Context: an optimization exercise on an open-source flow, tuned for small area and a short achievable clock period. The choices shown serve that exercise and are no tape-out recipe.
Function was checked by simulation only, so behaviour that the tests miss may differ from the original.
No activity file was given, so power comes from the tool's default toggle rates.

==> flow/design.v <==
module spfc_packer (
    input  wire        clk,
    input  wire        rst,
    input  wire        in_valid,
    input  wire [1:0]  in_op,
    input  wire [31:0] in_rg,
    input  wire [31:0] in_ba,
    input  wire [15:0] in_pk,
    output reg         out_valid,
    output wire [15:0] out_pk,
    output wire [31:0] out_rg,
    output wire [31:0] out_ba
);
    function [11:0] thr31;
        input [4:0] t;
        integer i, k;
        begin
            thr31 = 12'd2048;
            for (i = 0; i < 32; i = i + 1)
                if (t == i) begin
                    k = (i < 16) ? i + 1 : i;
                    thr31 = (131070 * k - 65535 + 61) / 62 - 2048 * i;
                end
        end
    endfunction
    function [10:0] thr63;
        input [5:0] t;
        integer i, k;
        begin
            thr63 = 11'd1024;
            for (i = 0; i < 64; i = i + 1)
                if (t == i) begin
                    k = (i < 32) ? i + 1 : i;
                    thr63 = (131070 * k - 65535 + 125) / 126 - 1024 * i;
                end
        end
    endfunction
    function ge16;
        input [15:0] a;
        input [15:0] b;
        reg   [15:0] g, p;
        integer l, i, n;
        begin
            g = a & ~b;
            p = a | ~b;
            n = 16;
            for (l = 0; l < 4; l = l + 1) begin
                for (i = 0; i < 8; i = i + 1)
                    if (2 * i + 1 < n) begin
                        g[i] = g[2 * i + 1] | (p[2 * i + 1] & g[2 * i]);
                        p[i] = p[2 * i + 1] & p[2 * i];
                    end else if (2 * i < n) begin
                        g[i] = g[2 * i];
                        p[i] = p[2 * i];
                    end
                n = (n + 1) / 2;
            end
            ge16 = g[0] | p[0];
        end
    endfunction
    function [4:0] dec5;
        input [4:0] t;
        reg   [4:0] bw;
        integer i;
        begin
            bw[0] = t[4];
            for (i = 1; i < 5; i = i + 1)
                bw[i] = bw[i - 1] & ~t[i - 1];
            dec5 = t ^ bw;
        end
    endfunction
    function [5:0] dec6;
        input [5:0] t;
        reg   [5:0] bw;
        integer i;
        begin
            bw[0] = t[5];
            for (i = 1; i < 6; i = i + 1)
                bw[i] = bw[i - 1] & ~t[i - 1];
            dec6 = t ^ bw;
        end
    endfunction
    function [15:0] su63;
        input [5:0] q;
        integer i;
        begin
            su63 = 16'd0;
            for (i = 0; i < 64; i = i + 1)
                if (q == i)
                    su63 = (131070 * i + 63) / 126;
        end
    endfunction
    wire [15:0] ch_r = in_rg[15:0];
    wire [15:0] ch_g = in_rg[31:16];
    wire [15:0] ch_b = in_ba[15:0];
    wire [15:0] ch_a = in_ba[31:16];
    wire        is_pack = ~in_op[0];
    wire        is_565  = ~in_op[1];
    wire        ge_r   = ge16({5'b0, ch_r[10:0]}, {4'b0, thr31(ch_r[15:11])});
    wire        ge_b   = ge16({5'b0, ch_b[10:0]}, {4'b0, thr31(ch_b[15:11])});
    wire [10:0] thr_g63 = thr63(ch_g[15:10]);
    wire [11:0] thr_g   = is_565 ? {thr_g63[10], ch_g[10] & ~thr_g63[10], thr_g63[9:0]}
                                 : thr31(ch_g[15:11]);
    wire        ge_g    = ge16({5'b0, ch_g[10:0]}, {4'b0, thr_g});
    wire        a_zero = (ch_a == 16'd0);
    wire        r_blk  = ~ge16(ch_r, 16'd1058);
    wire        b_blk  = ~ge16(ch_b, 16'd1058);
    wire        g_blk  = is_565 ? ~ge16(ch_g, 16'd521) : ~ge16(ch_g, 16'd1058);
    wire        blk    = r_blk & g_blk & b_blk;
    wire [4:0]  dec_r = dec5(ch_r[15:11]);
    wire [4:0]  dec_b = dec5(ch_b[15:11]);
    wire [5:0]  dec_g = is_565 ? dec6(ch_g[15:10])
                               : {1'b0, dec5(ch_g[15:11])};
    reg  [5:0]  r_q;
    reg  [6:0]  g_q;
    reg  [5:0]  b_q;
    reg         m565_q;
    reg         nz_q;
    always @(posedge clk) begin
        if (rst)
            out_valid <= 1'b0;
        else
            out_valid <= in_valid;
    end
    always @(posedge clk) begin
        m565_q <= is_565;
        nz_q   <= in_pk != 16'd0;
        if (is_pack) begin
            r_q <= {~a_zero & (ge_r | blk), dec_r & {5{~a_zero}}};
            g_q <= {~a_zero & (ge_g | blk),
                    dec_g & {6{~a_zero}}};
            b_q <= {~a_zero & (ge_b | blk), dec_b & {5{~a_zero}}};
        end else begin
            r_q <= {1'b0, is_565 ? in_pk[15:11] : in_pk[14:10]};
            g_q <= {1'b0, is_565 ? in_pk[10:5] : {1'b0, in_pk[9:5]}};
            b_q <= {1'b0, in_pk[4:0]};
        end
    end
    wire [4:0]  q_r = r_q[4:0] + {4'd0, r_q[5]};
    wire [4:0]  q_b = b_q[4:0] + {4'd0, b_q[5]};
    wire [5:0]  q_g = g_q[5:0] + {5'd0, g_q[6]};
    assign out_pk = m565_q ? {q_r, q_g, q_b} : {1'b0, q_r, q_g[4:0], q_b};
    wire [4:0]  u_r  = r_q[4:0];
    wire [4:0]  u_b  = b_q[4:0];
    wire [15:0] u_g6 = su63(g_q[5:0]);
    wire [4:0]  u_g5 = g_q[4:0];
    wire [15:0] u_g  = m565_q ? u_g6 : {u_g5, u_g5, u_g5, u_g5[4]};
    assign out_rg = {u_g, u_r, u_r, u_r, u_r[4]};
    assign out_ba = {{16{nz_q}}, u_b, u_b, u_b, u_b[4]};
endmodule
Settings: LEC_CHECK=0, CAP_MARGIN=20, CORE_MARGIN=2, CORE_UTILIZATION=40, SLEW_MARGIN=20; clock period 27.0 ns.
standard.sh (not shown) runs the stock make flow with config.mk's settings and CLKGATE_MAP_FILE= SYNTH_SCRIPT=/design/flow/synth_recipe.tcl, a recipe that flattens the netlist after the stock synthesis.
==> flow/flow/run.sh <==
#!/bin/bash
# The standard layout (standard.sh), with plain buf_1 cells as the port
# buffers, and the resizer's setup repair aimed at a margin below the
# clock period so that it shortens the longest paths.
export BUFFER_PORTS_ARGS="-buffer_cell sky130_fd_sc_hd__buf_1"
bash standard.sh SETUP_SLACK_MARGIN=19.5 CORE_UTILIZATION=65 PLACE_DENSITY=0.75 finish > standard.log 2>&1
==> next run, changes <==
--- a/flow/design.v
+++ b/flow/design.v
@@ -59,26 +59,4 @@
         end
     endfunction
-    function [4:0] dec5;
-        input [4:0] t;
-        reg   [4:0] bw;
-        integer i;
-        begin
-            bw[0] = t[4];
-            for (i = 1; i < 5; i = i + 1)
-                bw[i] = bw[i - 1] & ~t[i - 1];
-            dec5 = t ^ bw;
-        end
-    endfunction
-    function [5:0] dec6;
-        input [5:0] t;
-        reg   [5:0] bw;
-        integer i;
-        begin
-            bw[0] = t[5];
-            for (i = 1; i < 6; i = i + 1)
-                bw[i] = bw[i - 1] & ~t[i - 1];
-            dec6 = t ^ bw;
-        end
-    endfunction
     function [15:0] su63;
         input [5:0] q;
@@ -108,8 +86,8 @@
     wire        g_blk  = is_565 ? ~ge16(ch_g, 16'd521) : ~ge16(ch_g, 16'd1058);
     wire        blk    = r_blk & g_blk & b_blk;
-    wire [4:0]  dec_r = dec5(ch_r[15:11]);
-    wire [4:0]  dec_b = dec5(ch_b[15:11]);
-    wire [5:0]  dec_g = is_565 ? dec6(ch_g[15:10])
-                               : {1'b0, dec5(ch_g[15:11])};
+    wire [4:0]  dec_r = ch_r[15:11] - {4'd0, ch_r[15]};
+    wire [4:0]  dec_b = ch_b[15:11] - {4'd0, ch_b[15]};
+    wire [5:0]  dec_g = is_565 ? ch_g[15:10] - {5'd0, ch_g[15]}
+                               : {1'b0, ch_g[15:11] - {4'd0, ch_g[15]}};
     reg  [5:0]  r_q;
     reg  [6:0]  g_q;
Outcome: Global-route usage decreases by 1.9 points. First-iteration DRC count decreases by a quarter to a third. Non-clock buffer count does not change. Routed wire length decreases by roughly a tenth. Sequential cell count does not change. Power decreases by a little under a tenth. Hold slack improved by 0.026 ns. Final cell count increases slightly. Cell area decreases slightly. Core utilization decreases by 1.3 points. Synthesized area decreases slightly.

* * *

== fjord ==
RTL: the design.v shown in full above, as it stands there.
export LEC_CHECK = 0
export CAP_MARGIN = 20
export CORE_MARGIN = 2
export CORE_UTILIZATION = 40
export SLEW_MARGIN = 20
create_clock -name core_clock -period 27.0 [get_ports {clk}]
==> flow/flow/run.sh <==
#!/bin/bash
# The standard layout (standard.sh), with plain buf_1 cells as the port
# buffers, and the resizer's setup repair aimed at a margin below the
# clock period so that it shortens the longest paths.
export BUFFER_PORTS_ARGS="-buffer_cell sky130_fd_sc_hd__buf_1"
bash standard.sh SETUP_SLACK_MARGIN=19.5 finish > standard.log 2>&1
fjord ran to completion and came out clean on the timing, DRC and antenna checks.
Relative to fjord, the following input files were edited for xenon:
-- flow/design.v --
<<< fjord, line 59
        end
    endfunction
    function [4:0] dec5;
        input [4:0] t;
        reg   [4:0] bw;
        integer i;
        begin
            bw[0] = t[4];
            for (i = 1; i < 5; i = i + 1)
                bw[i] = bw[i - 1] & ~t[i - 1];
            dec5 = t ^ bw;
        end
    endfunction
    function [5:0] dec6;
        input [5:0] t;
        reg   [5:0] bw;
        integer i;
        begin
            bw[0] = t[5];
            for (i = 1; i < 6; i = i + 1)
                bw[i] = bw[i - 1] & ~t[i - 1];
            dec6 = t ^ bw;
        end
    endfunction
    function [15:0] su63;
        input [5:0] q;
>>> xenon, line 59
        end
    endfunction
    function [15:0] su63;
        input [5:0] q;
<<< fjord, line 108
    wire        g_blk  = is_565 ? ~ge16(ch_g, 16'd521) : ~ge16(ch_g, 16'd1058);
    wire        blk    = r_blk & g_blk & b_blk;
    wire [4:0]  dec_r = dec5(ch_r[15:11]);
    wire [4:0]  dec_b = dec5(ch_b[15:11]);
    wire [5:0]  dec_g = is_565 ? dec6(ch_g[15:10])
                               : {1'b0, dec5(ch_g[15:11])};
    reg  [5:0]  r_q;
    reg  [6:0]  g_q;
>>> xenon, line 86
    wire        g_blk  = is_565 ? ~ge16(ch_g, 16'd521) : ~ge16(ch_g, 16'd1058);
    wire        blk    = r_blk & g_blk & b_blk;
    wire [4:0]  dec_r = ch_r[15:11] - {4'd0, ch_r[15]};
    wire [4:0]  dec_b = ch_b[15:11] - {4'd0, ch_b[15]};
    wire [5:0]  dec_g = is_565 ? ch_g[15:10] - {5'd0, ch_g[15]}
                               : {1'b0, ch_g[15:11] - {4'd0, ch_g[15]}};
    reg  [5:0]  r_q;
    reg  [6:0]  g_q;
==> comparison <==
- Clock edge transition at the registers on the reported setup and hold paths: fjord vs xenon — no meaningful difference
- xenon against fjord: sequential power essentially unchanged; net switching power decreased 3.3%; share of cells above drive strength 1 decreased 1.0 points; total number of vias increased 0.39%.
- xenon vs fjord — total placed cells including tap cells climbed slightly
- Switching part of the total power, fjord and xenon: lower on xenon
- Going from fjord to xenon, post-route minimum period down 0.072 ns; basic-gate share of the synthesized area counting and, or, nand and nor cells up 2.9 points; final cycle utilization of the critical path down 0.26 points; combinational share of power down 0.6 points.
- On net count of the finished layout, xenon tracks fjord almost exactly.
- xenon has clock power share above what fjord had.
- | required arrival time at the worst endpoint | xenon vs fjord | 0.04 ns lower |

* * *

Another version of the RTL of spfc_packer (not shown whole).
Size: ~510 cells after synthesis, ~22 flip-flops, ~170 I/O pins, about 3500 sq um of cells after synthesis.
==> module spfc_packer, before the edit <==
module spfc_packer (
    input  wire        clk,
    input  wire        rst,
    input  wire        in_valid,
    input  wire [1:0]  in_op,
    input  wire [31:0] in_rg,
    input  wire [31:0] in_ba,
    input  wire [15:0] in_pk,
    output reg         out_valid,
    output wire [15:0] out_pk,
    output wire [31:0] out_rg,
    output wire [31:0] out_ba
);
    function [11:0] thr31;
        input [4:0] t;
        integer i, k;
        begin
            thr31 = 12'd2048;
            for (i = 0; i < 32; i = i + 1)
                if (t == i) begin
                    k = (i < 16) ? i + 1 : i;
                    thr31 = (131070 * k - 65535 + 61) / 62 - 2048 * i;
                end
        end
    endfunction
    function [10:0] thr63;
        input [5:0] t;
        integer i, k;
        begin
            thr63 = 11'd1024;
            for (i = 0; i < 64; i = i + 1)
                if (t == i) begin
                    k = (i < 32) ? i + 1 : i;
                    thr63 = (131070 * k - 65535 + 125) / 126 - 1024 * i;
                end
        end
    endfunction
    function ge16;
        input [15:0] a;
        input [15:0] b;
        reg   [15:0] g, p;
        integer l, i, n;
        begin
            g = a & ~b;
            p = a | ~b;
            n = 16;
            for (l = 0; l < 4; l = l + 1) begin
                for (i = 0; i < 8; i = i + 1)
                    if (2 * i + 1 < n) begin
                        g[i] = g[2 * i + 1] | (p[2 * i + 1] & g[2 * i]);
                        p[i] = p[2 * i + 1] & p[2 * i];
                    end else if (2 * i < n) begin
                        g[i] = g[2 * i];
                        p[i] = p[2 * i];
                    end
                n = (n + 1) / 2;
            end
            ge16 = g[0] | p[0];
        end
    endfunction
    function [15:0] su63;
        input [5:0] q;
        integer i;
        begin
            su63 = 16'd0;
            for (i = 0; i < 64; i = i + 1)
                if (q == i)
                    su63 = (131070 * i + 63) / 126;
        end
    endfunction
    wire [15:0] ch_r = in_rg[15:0];
    wire [15:0] ch_g = in_rg[31:16];
    wire [15:0] ch_b = in_ba[15:0];
    wire [15:0] ch_a = in_ba[31:16];
    wire        is_pack = ~in_op[0];
    wire        is_565  = ~in_op[1];
    wire        ge_r   = ge16({5'b0, ch_r[10:0]}, {4'b0, thr31(ch_r[15:11])});
    wire        ge_b   = ge16({5'b0, ch_b[10:0]}, {4'b0, thr31(ch_b[15:11])});
    wire        ge_g31 = ge16({5'b0, ch_g[10:0]}, {4'b0, thr31(ch_g[15:11])});
    wire        ge_g63 = ge16({6'b0, ch_g[9:0]}, {5'b0, thr63(ch_g[15:10])});
    wire        ge_g   = is_565 ? ge_g63 : ge_g31;
    wire        a_zero = (ch_a == 16'd0);
    wire        r_blk  = ~ge16(ch_r, 16'd1058);
    wire        b_blk  = ~ge16(ch_b, 16'd1058);
    wire        g_blk  = is_565 ? ~ge16(ch_g, 16'd521) : ~ge16(ch_g, 16'd1058);
    wire        blk    = r_blk & g_blk & b_blk;
    reg  [5:0]  r_q;
    reg  [6:0]  g_q;
    reg  [5:0]  b_q;
    reg         m565_q;
    reg         nz_q;
    always @(posedge clk) begin
        if (rst)
            out_valid <= 1'b0;
        else
            out_valid <= in_valid;
    end
    always @(posedge clk) begin
        m565_q <= is_565;
        nz_q   <= in_pk != 16'd0;
        if (is_pack) begin
            r_q <= {~a_zero & (ge_r | blk), ch_r[15:11] & {5{~a_zero}}};
            g_q <= {~a_zero & (ge_g | blk),
                    (is_565 ? ch_g[15:10] : {ch_g[15], ch_g[15:11]}) & {6{~a_zero}}};
            b_q <= {~a_zero & (ge_b | blk), ch_b[15:11] & {5{~a_zero}}};
        end else begin
            r_q <= {1'b0, is_565 ? in_pk[15:11] : in_pk[14:10]};
            g_q <= {1'b0, is_565 ? in_pk[10:5] : {1'b0, in_pk[9:5]}};
            b_q <= {1'b0, in_pk[4:0]};
        end
    end
    function [5:0] stepq;
        input [5:0] t;
        input       msb;
        input       step;
        reg   [5:0] x, all1;
        reg         dec;
        integer i;
        begin
            dec = ~step & msb;
            x = t ^ {6{dec}};
            all1[0] = step ^ msb;
            for (i = 1; i < 6; i = i + 1)
                all1[i] = all1[i - 1] & x[i - 1];
            stepq = t ^ all1;
        end
    endfunction
    wire [5:0]  q_r6 = stepq({1'b0, r_q[4:0]}, r_q[4], r_q[5]);
    wire [5:0]  q_b6 = stepq({1'b0, b_q[4:0]}, b_q[4], b_q[5]);
    wire [4:0]  q_r = q_r6[4:0];
    wire [4:0]  q_b = q_b6[4:0];
    wire [5:0]  q_g = stepq(g_q[5:0], g_q[5], g_q[6]);
    assign out_pk = m565_q ? {q_r, q_g, q_b} : {1'b0, q_r, q_g[4:0], q_b};
    wire [4:0]  u_r  = r_q[4:0];
    wire [4:0]  u_b  = b_q[4:0];
    wire [15:0] u_g6 = su63(g_q[5:0]);
    wire [4:0]  u_g5 = g_q[4:0];
    wire [15:0] u_g  = m565_q ? u_g6 : {u_g5, u_g5, u_g5, u_g5[4]};
    assign out_rg = {u_g, u_r, u_r, u_r, u_r[4]};
    assign out_ba = {{16{nz_q}}, u_b, u_b, u_b, u_b[4]};
endmodule
==> flow/config.mk <==
export PLATFORM = sky130hd
export DESIGN_NAME = spfc_packer
export DESIGN_NICKNAME = spfc_packer
export VERILOG_FILES = /design/flow/design.v
export SDC_FILE = /design/flow/constraint.sdc
export NUM_CORES = 4
export LEC_CHECK = 0
export CAP_MARGIN = 20
export CORE_MARGIN = 2
export CORE_UTILIZATION = 40
export SLEW_MARGIN = 20
==> flow/constraint.sdc <==
create_clock -name core_clock -period 27.0 [get_ports {clk}]
set_input_delay 5.4000 -clock core_clock [delete_from_list [all_inputs] [get_ports {clk}]]
set_output_delay 5.4000 -clock core_clock [all_outputs]
set_load 0.01 [all_outputs]
==> flow/flow/run.sh <==
#!/bin/bash
# The standard layout (standard.sh), with plain buf_1 cells as the port
# buffers instead of the resizer's default choice.
export BUFFER_PORTS_ARGS="-buffer_cell sky130_fd_sc_hd__buf_1"
bash standard.sh finish > standard.log 2>&1
Edit:
--- a/flow/design.v
+++ b/flow/design.v
@@ -84,6 +84,10 @@
     wire        b_blk  = ~ge16(ch_b, 16'd1058);
     wire        g_blk  = is_565 ? ~ge16(ch_g, 16'd521) : ~ge16(ch_g, 16'd1058);
     wire        blk    = r_blk & g_blk & b_blk;
+    wire [4:0]  dec_r = ch_r[15:11] - {4'd0, ch_r[15]};
+    wire [4:0]  dec_b = ch_b[15:11] - {4'd0, ch_b[15]};
+    wire [5:0]  dec_g = is_565 ? ch_g[15:10] - {5'd0, ch_g[15]}
+                               : {1'b0, ch_g[15:11] - {4'd0, ch_g[15]}};
     reg  [5:0]  r_q;
     reg  [6:0]  g_q;
     reg  [5:0]  b_q;
@@ -99,37 +103,19 @@
         m565_q <= is_565;
         nz_q   <= in_pk != 16'd0;
         if (is_pack) begin
-            r_q <= {~a_zero & (ge_r | blk), ch_r[15:11] & {5{~a_zero}}};
+            r_q <= {~a_zero & (ge_r | blk), dec_r & {5{~a_zero}}};
             g_q <= {~a_zero & (ge_g | blk),
-                    (is_565 ? ch_g[15:10] : {ch_g[15], ch_g[15:11]}) & {6{~a_zero}}};
-            b_q <= {~a_zero & (ge_b | blk), ch_b[15:11] & {5{~a_zero}}};
+                    dec_g & {6{~a_zero}}};
+            b_q <= {~a_zero & (ge_b | blk), dec_b & {5{~a_zero}}};
         end else begin
             r_q <= {1'b0, is_565 ? in_pk[15:11] : in_pk[14:10]};
             g_q <= {1'b0, is_565 ? in_pk[10:5] : {1'b0, in_pk[9:5]}};
             b_q <= {1'b0, in_pk[4:0]};
         end
     end
-    function [5:0] stepq;
-        input [5:0] t;
-        input       msb;
-        input       step;
-        reg   [5:0] x, all1;
-        reg         dec;
-        integer i;
-        begin
-            dec = ~step & msb;
-            x = t ^ {6{dec}};
-            all1[0] = step ^ msb;
-            for (i = 1; i < 6; i = i + 1)
-                all1[i] = all1[i - 1] & x[i - 1];
-            stepq = t ^ all1;
-        end
-    endfunction
-    wire [5:0]  q_r6 = stepq({1'b0, r_q[4:0]}, r_q[4], r_q[5]);
-    wire [5:0]  q_b6 = stepq({1'b0, b_q[4:0]}, b_q[4], b_q[5]);
-    wire [4:0]  q_r = q_r6[4:0];
-    wire [4:0]  q_b = q_b6[4:0];
-    wire [5:0]  q_g = stepq(g_q[5:0], g_q[5], g_q[6]);
+    wire [4:0]  q_r = r_q[4:0] + {4'd0, r_q[5]};
+    wire [4:0]  q_b = b_q[4:0] + {4'd0, b_q[5]};
+    wire [5:0]  q_g = g_q[5:0] + {5'd0, g_q[6]};
     assign out_pk = m565_q ? {q_r, q_g, q_b} : {1'b0, q_r, q_g[4:0], q_b};
     wire [4:0]  u_r  = r_q[4:0];
     wire [4:0]  u_b  = b_q[4:0];
After rerunning:
- setup slack improved by 0.35 ns
- wire length barely changes
- worst hold slack got worse by 0.0031 ns
- core utilization is higher by 1.1 points
- clock power is higher by about 3%
- power is lower by about 5.4%
- global-route usage is lower by 0.21 points
- combinational power is lower by 10%
- die area is lower by about 3.3%
- cell area is lower by 2.0%
- sequential share of layout area is higher by 0.23 points
- cell count is lower by 1.3%

-- afterwards: timing with drivers on the ports --
How much do the figures lean on ideal ports? The routed layouts below were timed once more, with nothing changed but the port constraints. Step 1 assumes that a clkbuf_16 drives the clock port and a buf_2 every other input. Step 2 times the ports against the registers' clock, not the clock port: input delays grow and output delays shrink by t, the midpoint of the rising clock arrivals with the driver on. Slacks: ideal / step 1 / step 2; pairs: ideal / step 1.
run	shift t [ns]	slack for setup (ns)	hold slack, ns	worst setup path after step 2	clock arrival spread, ns
the first run of note 1	0.294	19.689 / 19.664 / 19.499	5.265 / 5.265 / 5.560	input to register	0.009 / 0.009
the second run of note 1	0.279	19.627 / 19.632 / 19.353	5.291 / 5.289 / 5.568	input to register	0.004 / 0.004
fjord	0.284	19.579 / 19.578 / 19.294	5.276 / 5.276 / 5.560	input to register	0.009 / 0.008
xenon	0.280	19.651 / 19.650 / 19.370	5.285 / 5.288 / 5.568	input to register	0.004 / 0.004
the first run of note 3	0.281	18.790 / 18.764 / 19.045	5.293 / 5.290 / 5.572	register to output	0.001 / 0.001
the second run of note 3	0.282	19.137 / 19.138 / 18.856	5.290 / 5.293 / 5.575	input to register	0.003 / 0.002
After both steps setup and hold are still met in every run listed. For fjord, which loses most, drivers alone change the setup slack by -0.001 ns; drivers and shift together by -0.285 ns.
